Background: an optimization exercise with open tools, aiming at small area, a short achievable clock period and few clock cycles. Do not read the settings as production practice. In this exercise RTL edits were held to simulation tests only and were not proved equivalent to the original. Power and IR drop assume default switching activity.

## flow/run.sh

```bash
#!/bin/bash
# synth_recipe.tcl (not shown) runs the flow's synth.tcl, then flattens the netlist and writes it again
# the make line also repeats each setting of config.mk as NAME=value (left out here)
make -C /OpenROAD-flow-scripts/flow DESIGN_CONFIG=/design/flow/config.mk WORK_HOME=/design/flow/orfs CLKGATE_MAP_FILE= SYNTH_SCRIPT=/design/flow/synth_recipe.tcl finish
```

## flow/config.mk

```make
export PLATFORM = sky130hd
export DESIGN_NAME = vesc_rx
export DESIGN_NICKNAME = vesc_rx
export VERILOG_FILES = /design/flow/design.v
export SDC_FILE = /design/flow/constraint.sdc
export NUM_CORES = 4
export LEC_CHECK = 0
export CAP_MARGIN = 20
export CORE_MARGIN = 2
export CORE_UTILIZATION = 40
export SLEW_MARGIN = 20
export SYNTH_MEMORY_MAX_BITS = 4096
```

## flow/constraint.sdc

```tcl
create_clock -name core_clock -period 20.0 [get_ports {clk}]
set_input_delay 4.0000 -clock core_clock [delete_from_list [all_inputs] [get_ports {clk}]]
set_output_delay 4.0000 -clock core_clock [all_outputs]
set_load 0.01 [all_outputs]
```

## flow/design.v

```verilog
module vesc_rx (
    input  wire         clk,
    input  wire         rst,
    input  wire         op_valid,
    output wire         op_ready,
    input  wire         op_pull,
    input  wire [7:0]   op_byte,
    output reg          rsp_valid,
    output reg          rsp_some,
    output reg          rsp_kind,
    output wire [583:0] rsp_values
);
    localparam CAP = 128;
    localparam S_IDLE  = 2'd0;
    localparam S_COPY  = 2'd1;
    localparam S_PARSE = 2'd2;
    function [2:0] grp_size(input [4:0] g);
        case (g)
            5'd0, 5'd1, 5'd6, 5'd8:  grp_size = 3'd2;
            5'd15, 5'd17, 5'd21:     grp_size = 3'd1;
            5'd18:                   grp_size = 3'd6;
            default:                 grp_size = 3'd4;
        endcase
    endfunction
    function [6:0] grp_off(input [4:0] g);
        case (g)
            5'd0:  grp_off = 7'd0;
            5'd1:  grp_off = 7'd2;
            5'd2:  grp_off = 7'd4;
            5'd3:  grp_off = 7'd8;
            5'd4:  grp_off = 7'd12;
            5'd5:  grp_off = 7'd16;
            5'd6:  grp_off = 7'd20;
            5'd7:  grp_off = 7'd22;
            5'd8:  grp_off = 7'd26;
            5'd9:  grp_off = 7'd28;
            5'd10: grp_off = 7'd32;
            5'd11: grp_off = 7'd36;
            5'd12: grp_off = 7'd40;
            5'd13: grp_off = 7'd44;
            5'd14: grp_off = 7'd48;
            5'd15: grp_off = 7'd52;
            5'd16: grp_off = 7'd53;
            5'd17: grp_off = 7'd57;
            5'd18: grp_off = 7'd58;
            5'd19: grp_off = 7'd64;
            5'd20: grp_off = 7'd68;
            default: grp_off = 7'd72;
        endcase
    endfunction
    function [4:0] next_grp(input [21:0] m, input [4:0] from);
        integer i;
        reg found;
        begin
            next_grp = 5'd22;
            found = 1'b0;
            for (i = 0; i < 22; i = i + 1)
                if (!found && i >= from && m[i]) begin
                    next_grp = i[4:0];
                    found = 1'b1;
                end
        end
    endfunction
    function [6:0] sel_len(input [21:0] m);
        integer i;
        begin
            sel_len = 7'd5;
            for (i = 0; i < 22; i = i + 1)
                if (m[i]) sel_len = sel_len + {4'd0, grp_size(i[4:0])};
        end
    endfunction
    function [15:0] crc_byte(input [15:0] c, input [7:0] b);
        integer i;
        reg [15:0] x;
        begin
            x = c ^ {b, 8'h00};
            for (i = 0; i < 8; i = i + 1)
                x = x[15] ? ((x << 1) ^ 16'h1021) : (x << 1);
            crc_byte = x;
        end
    endfunction
    reg [7:0]   buf_mem [0:CAP-1];
    reg [7:0]   rd, wr;
    reg [1:0]   state;
    reg [7:0]   pend_byte;       
    reg [7:0]   cnt;             
    reg [6:0]   p;               
    reg [7:0]   len;             
    reg [6:0]   plen;            
    reg [31:0]  mask;
    reg [4:0]   grp;
    reg [2:0]   gj;              
    reg [15:0]  crc;
    reg [7:0]   crc_hi;
    reg [7:0]   crc_lo;
    reg [583:0] vals;
    assign op_ready   = (state == S_IDLE);
    assign rsp_values = vals;
    wire        accept = op_valid && op_ready;
    wire [7:0]  avail  = wr - rd;
    wire [7:0]  rd_addr = (state == S_COPY) ? (rd + cnt) : (rd + {1'b0, p});
    wire [7:0]  cur    = buf_mem[rd_addr[6:0]];
    wire [21:0] mask_full = {mask[13:0], cur};
    reg         wr_en;
    reg [6:0]   wr_addr;
    reg [7:0]   wr_data;
    always @(posedge clk) begin
        if (wr_en) buf_mem[wr_addr] <= wr_data;
    end
    always @(*) begin
        wr_en   = 1'b0;
        wr_addr = wr[6:0];
        wr_data = op_byte;
        if (state == S_IDLE && accept && !op_pull) begin
            if (wr != CAP) begin
                wr_en = 1'b1;
            end else if (rd == 8'd0) begin
                wr_en   = 1'b1;
                wr_addr = 7'd0;
            end
        end else if (state == S_COPY) begin
            wr_en = 1'b1;
            if (cnt == avail) begin
                wr_addr = cnt[6:0];
                wr_data = pend_byte;
            end else begin
                wr_addr = cnt[6:0];
                wr_data = cur;
            end
        end
    end
    task skip_one;
        begin
            rd   <= rd + 8'd1;
            p    <= 7'd0;
            crc  <= 16'h0000;
            vals <= 584'd0;
        end
    endtask
    always @(posedge clk) begin
        if (rst) begin
            state     <= S_IDLE;
            rd        <= 8'd0;
            wr        <= 8'd0;
            rsp_valid <= 1'b0;
            rsp_some  <= 1'b0;
            rsp_kind  <= 1'b0;
            cnt       <= 8'd0;
            pend_byte <= 8'd0;
            p         <= 7'd0;
            len       <= 8'd0;
            plen      <= 7'd0;
            mask      <= 32'd0;
            grp       <= 5'd0;
            gj        <= 3'd0;
            crc       <= 16'h0000;
            crc_hi    <= 8'd0;
            crc_lo    <= 8'd0;
            vals      <= 584'd0;
        end else begin
            rsp_valid <= 1'b0;
            case (state)
            S_IDLE: begin
                if (accept) begin
                    if (!op_pull) begin
                        if (wr != CAP) begin
                            wr        <= wr + 8'd1;
                            rsp_valid <= 1'b1;
                            rsp_some  <= 1'b0;
                        end else if (rd == 8'd0) begin
                            rd        <= 8'd0;
                            wr        <= 8'd1;
                            rsp_valid <= 1'b1;
                            rsp_some  <= 1'b0;
                        end else begin
                            pend_byte <= op_byte;
                            cnt       <= 8'd0;
                            state     <= S_COPY;
                        end
                    end else begin
                        p     <= 7'd0;
                        crc   <= 16'h0000;
                        vals  <= 584'd0;
                        state <= S_PARSE;
                    end
                end
            end
            S_COPY: begin
                if (cnt == avail) begin
                    rd        <= 8'd0;
                    wr        <= avail + 8'd1;
                    rsp_valid <= 1'b1;
                    rsp_some  <= 1'b0;
                    state     <= S_IDLE;
                end else begin
                    cnt <= cnt + 8'd1;
                end
            end
            S_PARSE: begin
                if ({1'b0, p} == avail) begin
                    rsp_valid <= 1'b1;
                    rsp_some  <= 1'b0;
                    state     <= S_IDLE;
                end else if (p == 7'd0) begin
                    if (cur != 8'h02) skip_one;
                    else p <= p + 7'd1;
                end else if (p == 7'd1) begin
                    len <= cur;
                    p   <= p + 7'd1;
                end else if (p == 7'd2) begin
                    crc <= crc_byte(16'h0000, cur);
                    if (cur == 8'd4) begin
                        rsp_kind <= 1'b0;
                        plen     <= 7'd74;
                        p        <= p + 7'd1;
                    end else if (cur == 8'd50) begin
                        rsp_kind <= 1'b1;
                        plen     <= 7'd78;    
                        p        <= p + 7'd1;
                    end else begin
                        skip_one;
                    end
                end else if (p <= plen + 7'd1) begin
                    crc <= crc_byte(crc, cur);
                    p   <= p + 7'd1;
                    if (!rsp_kind) begin
                        vals[583 - 8*(p - 7'd3) -: 8] <= cur;
                        if (p == 7'd75 && len != 8'd74) skip_one;
                    end else if (p <= 7'd6) begin
                        mask <= {mask[23:0], cur};
                        if (p == 7'd6) begin
                            plen <= sel_len(mask_full);
                            grp  <= next_grp(mask_full, 5'd0);
                            gj   <= 3'd0;
                            if (mask_full == 22'd0 && len != 8'd5)
                                skip_one;
                        end
                    end else begin
                        vals[583 - 8*(grp_off(grp) + {4'd0, gj}) -: 8] <= cur;
                        if (gj == grp_size(grp) - 3'd1) begin
                            grp <= next_grp(mask[21:0], grp + 5'd1);
                            gj  <= 3'd0;
                        end else begin
                            gj <= gj + 3'd1;
                        end
                        if (p == plen + 7'd1 && {1'b0, plen} != len)
                            skip_one;
                    end
                end else if (p == plen + 7'd2) begin
                    crc_hi <= cur;
                    p      <= p + 7'd1;
                end else if (p == plen + 7'd3) begin
                    crc_lo <= cur;
                    p      <= p + 7'd1;
                end else begin
                    if ({crc_hi, crc_lo} != crc || cur != 8'h03) begin
                        skip_one;
                    end else begin
                        rd        <= rd + {1'b0, p} + 8'd1;
                        rsp_valid <= 1'b1;
                        rsp_some  <= 1'b1;
                        state     <= S_IDLE;
                    end
                end
            end
            default: state <= S_IDLE;
            endcase
        end
    end
endmodule
```

==> notes.md <==
## power by group
group	total (W)	internal, W	switching (W)
combinational	0.000419	0.000119	0.000300
sequential	0.00379	0.00379	0.00000178
clock	0.00341	0.00192	0.00149
## layout make-up
| type | count | area [um2] |
|---|---|---|
| Clock inverter | 95 | 988 |
| Tap cell | 2526 | 3160 |
| Fill cell | 17400 | 101000 |
| Inverter | 132 | 495 |
| Clock buffer | 237 | 5020 |
| Multi-Input combinational cell | 4782 | 29700 |
| Antenna cell | 3 | 7.51 |
| Sequential cell | 1739 | 45100 |
| Timing Repair Buffer | 747 | 7210 |
## per-layer routing
metal	vias to the layer above	wire (um)
met5	-	14
met4	2	11600
met3	532	23100
met2	2940	123000
met1	30500	112000
li1	27300	-
## worst register-to-register path: cells and delay by family (launching register included)
| family | cells | cell delay [ns] |
|---|---|---|
| AOI/OAI and AO/OA | 18 | 4.03 |
| xor gates and xnor gates | 5 | 1.18 |
| adders and majority gates | 14 | 4.55 |
| buffers and inverters | 8 | 2.16 |
| DFF | 1 | 0.63 |
| muxes | 3 | 0.97 |
| and+or+nand+nor | 18 | 3.24 |
## Yosys cell counts (all sizes together) (132+ instances only)
library cell | count | area [um2]
a21oi | 146 | 761
nand3 | 288 | 1450
o21ai | 247 | 1240
clkbuf | 316 | 1190
dfxtp | 715 | 14300
a22oi | 599 | 4500
mux2i | 218 | 2210
nor2 | 972 | 3680
buf | 167 | 1030
inv | 132 | 495
edfxtp | 1024 | 30700
nand2 | 931 | 3490
## cells by family after synthesis
kind of cell             count (synthesis)  share of synthesized area (%)
AO/OA/AOI/OAI                         1606                           14.6
XOR/XNOR                               218                           2.73
adder cells (fa/ha/maj)                 99                           1.65
buffers and inverters                  615                           3.52
flip-flops                            1739                           58.4
multiplexers                           293                           4.90
AND/OR/NAND/NOR                       2566                           14.3
## through the flow
stage | hold slack, ns | area [um2] | util, %
6_report | 0.453 | 91700 | 47.7
5_1_grt | 0.483 | 91700 | 47.7
4_1_cts | 0.455 | 91600 | 47.7
3_5_place_dp | 0.448 | 85600 | 44.5
3_3_place_gp | 0.446 | 85500 | 44.5
2_1_floorplan | 0.432 | 77200 | -
## worst max path at each step
stage | start | to | cells after the start
final | state[0]$_SDFFE_PP0P_ | plen[6]$_SDFFE_PP0P_ | 66
after global routing | state[0]$_SDFFE_PP0P_ | plen[6]$_SDFFE_PP0P_ | 66
after CTS | state[0]$_SDFFE_PP0P_ | plen[6]$_SDFFE_PP0P_ | 66
after detailed placement | state[0]$_SDFFE_PP0P_ | plen[6]$_SDFFE_PP0P_ | 66
after global placement | state[0]$_SDFFE_PP0P_ | plen[6]$_SDFFE_PP0P_ | 66
after floorplan | rd[0]$_SDFFE_PP0P_ | plen[6]$_SDFFE_PP0P_ | 70
## flip-flops by register name, summed over array words and instances, names as in the netlist, named ones only
| signal | count |
|---|---|
| rd | 8 |
| state | 2 |
| rsp_kind | 1 |
| buf_mem | 1024 |
| wr | 8 |
| grp | 5 |
| mask | 22 |
| cnt | 8 |
| rsp_some | 1 |
| rsp_valid | 1 |
| pend_byte | 8 |
| p | 7 |
| plen | 7 |
| crc_lo | 8 |
| crc_hi | 8 |
| len | 8 |
| crc | 16 |
| gj | 3 |
| vals | 584 |
==> notes.md <==
total grt overflow=0; Seq/Total Area, Yosys=58.4%; Worst Hold Endpoint=mask[17]$_SDFFE_PP0P_; #FFs+latches synth=1739; crit start category=register; status=timing/DRC/antenna clean; clk_skew=0.0511 ns; height of the die=443 um; CTS Buf Count=184; core area=192000 um2; most numerous cell on the critical path=ha_1; Ports=600; Vias=61300; worst reg-to-reg path cell count=66; crit path DAT=17.58 ns; setup TNS=0 ns; max incr delay on CP=0.71 ns; I/O Buffers=599; Async S/R FF share, synth=0%; final wirelength=270 mm; Post-CTS Setup Inserts=0; setup violators final=0; most frequent cells in the layout=edfxtp_1, nor2_1, nand2_1, dfxtp_1; maxcap violations=0; R2R setup slack=3.15 ns; post-synth net total=7244; Post-synth EDFFs=1024; Die W=443 um; top_reg_cell synth=edfxtp_1; synth unique cells=107; largest net degree at the start of global routing=229; Min-Delay Startpoint=mask[17]$_SDFFE_PP0P_; measured slew at the worst slew-check pin=1.21 ns; post-CTS sizing=0; initial antenna violation count=7; Final WS setup=3.15 ns; Final ANT Viol Nets=0; peak supply drop=0.0909 mV; routed vias/inst=5.97; post-detail-place hpwl=176 mm; Top Family by Delay on Critical Path=adder cells; Bufs and invs on worst path=8; TritonCTS clock tree=done; H-tree levels=4; clock latency (worst-skew pair)=0.85 ns; Initial Util=40.2%; CP Capture Type=register; Final Cycle Share=84.3%; Pre-antenna DRT Iters=8; Post-Syn Instances=7136; Pleak=31.0 nW; GR peak layer=met2; Finished Layout Cells=10300; Ys Warns=1; Hold Path Cell Cnt=2; critical path class=reg2reg; slowest cell on the critical path=nor2b_2; Residual DRC=0; met1 Use GR=36.1%; total power after layout=0.00762 W; max_slew headroom=19.3%; GP Congestion=0.906; first-pass GRT wire length=392 mm; reg2reg start=state[0]$_SDFFE_PP0P_; clock buffer depth=3; Mean Syn Cell Area=10.8 um2; CTS hold repair buffers=0; Worst EP required=20.73 ns; routed length per instance=26.3 um; Period minus WS final=16.85 ns; crit-path max FO=35; Max Slew Vio Count=0; met3 GRT Util=5.06%; clk slew on worst S/H paths=0.06 ns; Power Dens Cells=83.2 nW/um2; Root Buffer=clkbuf_16; Hold Vio Cnt, Final=0; total die area=197000 um2; clock sinks=1739; DP Worst Slack=3.39 ns; maximum clock rate=59.3 MHz; Post-Syn Area=77200 um2; number of global-route vias before repair=56600; RSZ-0062 raised after global routing=false; Total Routing Usage GR=26.4%; drt first-iter violations=6614; Final #Nets=7694; critical register-to-register path endpoint=plen[6]$_SDFFE_PP0P_; Hold/Removal Path Class=reg2reg; number of cell rows=161; Layout area overhead=18.7%; most common cell after layout, fill and taps aside=edfxtp_1; share of layout cells above drive strength 1=7.63%; dpl cells=9922; met2 track demand over resource=41.3%
Testbench counts, summed over its fixed seeds: cycles 212,532.

## re-timing with driven ports
The flow's constraints put no driver on any port. The routed layout listed below was extracted and timed again, unchanged, in two steps. Step 1: set_driving_cell puts a clkbuf_16 on clk and a buf_2 on each other input, an assumption about the parent block. Step 2 also shifts input and output timing later by t, the mid clock arrival at the registers, as if the neighbouring blocks saw the same clock. a / b / c = ideal / step 1 / step 2; a / b = the first two.
t (ns): 0.912
setup slack, ns: 3.147 / 3.147 / 3.147
hold WS [ns]: 0.453 / 0.453 / 0.453
After both steps this run still meets setup and hold. For this run, drivers alone change the setup slack by 0.000 ns; drivers and shift together by 0.000 ns.
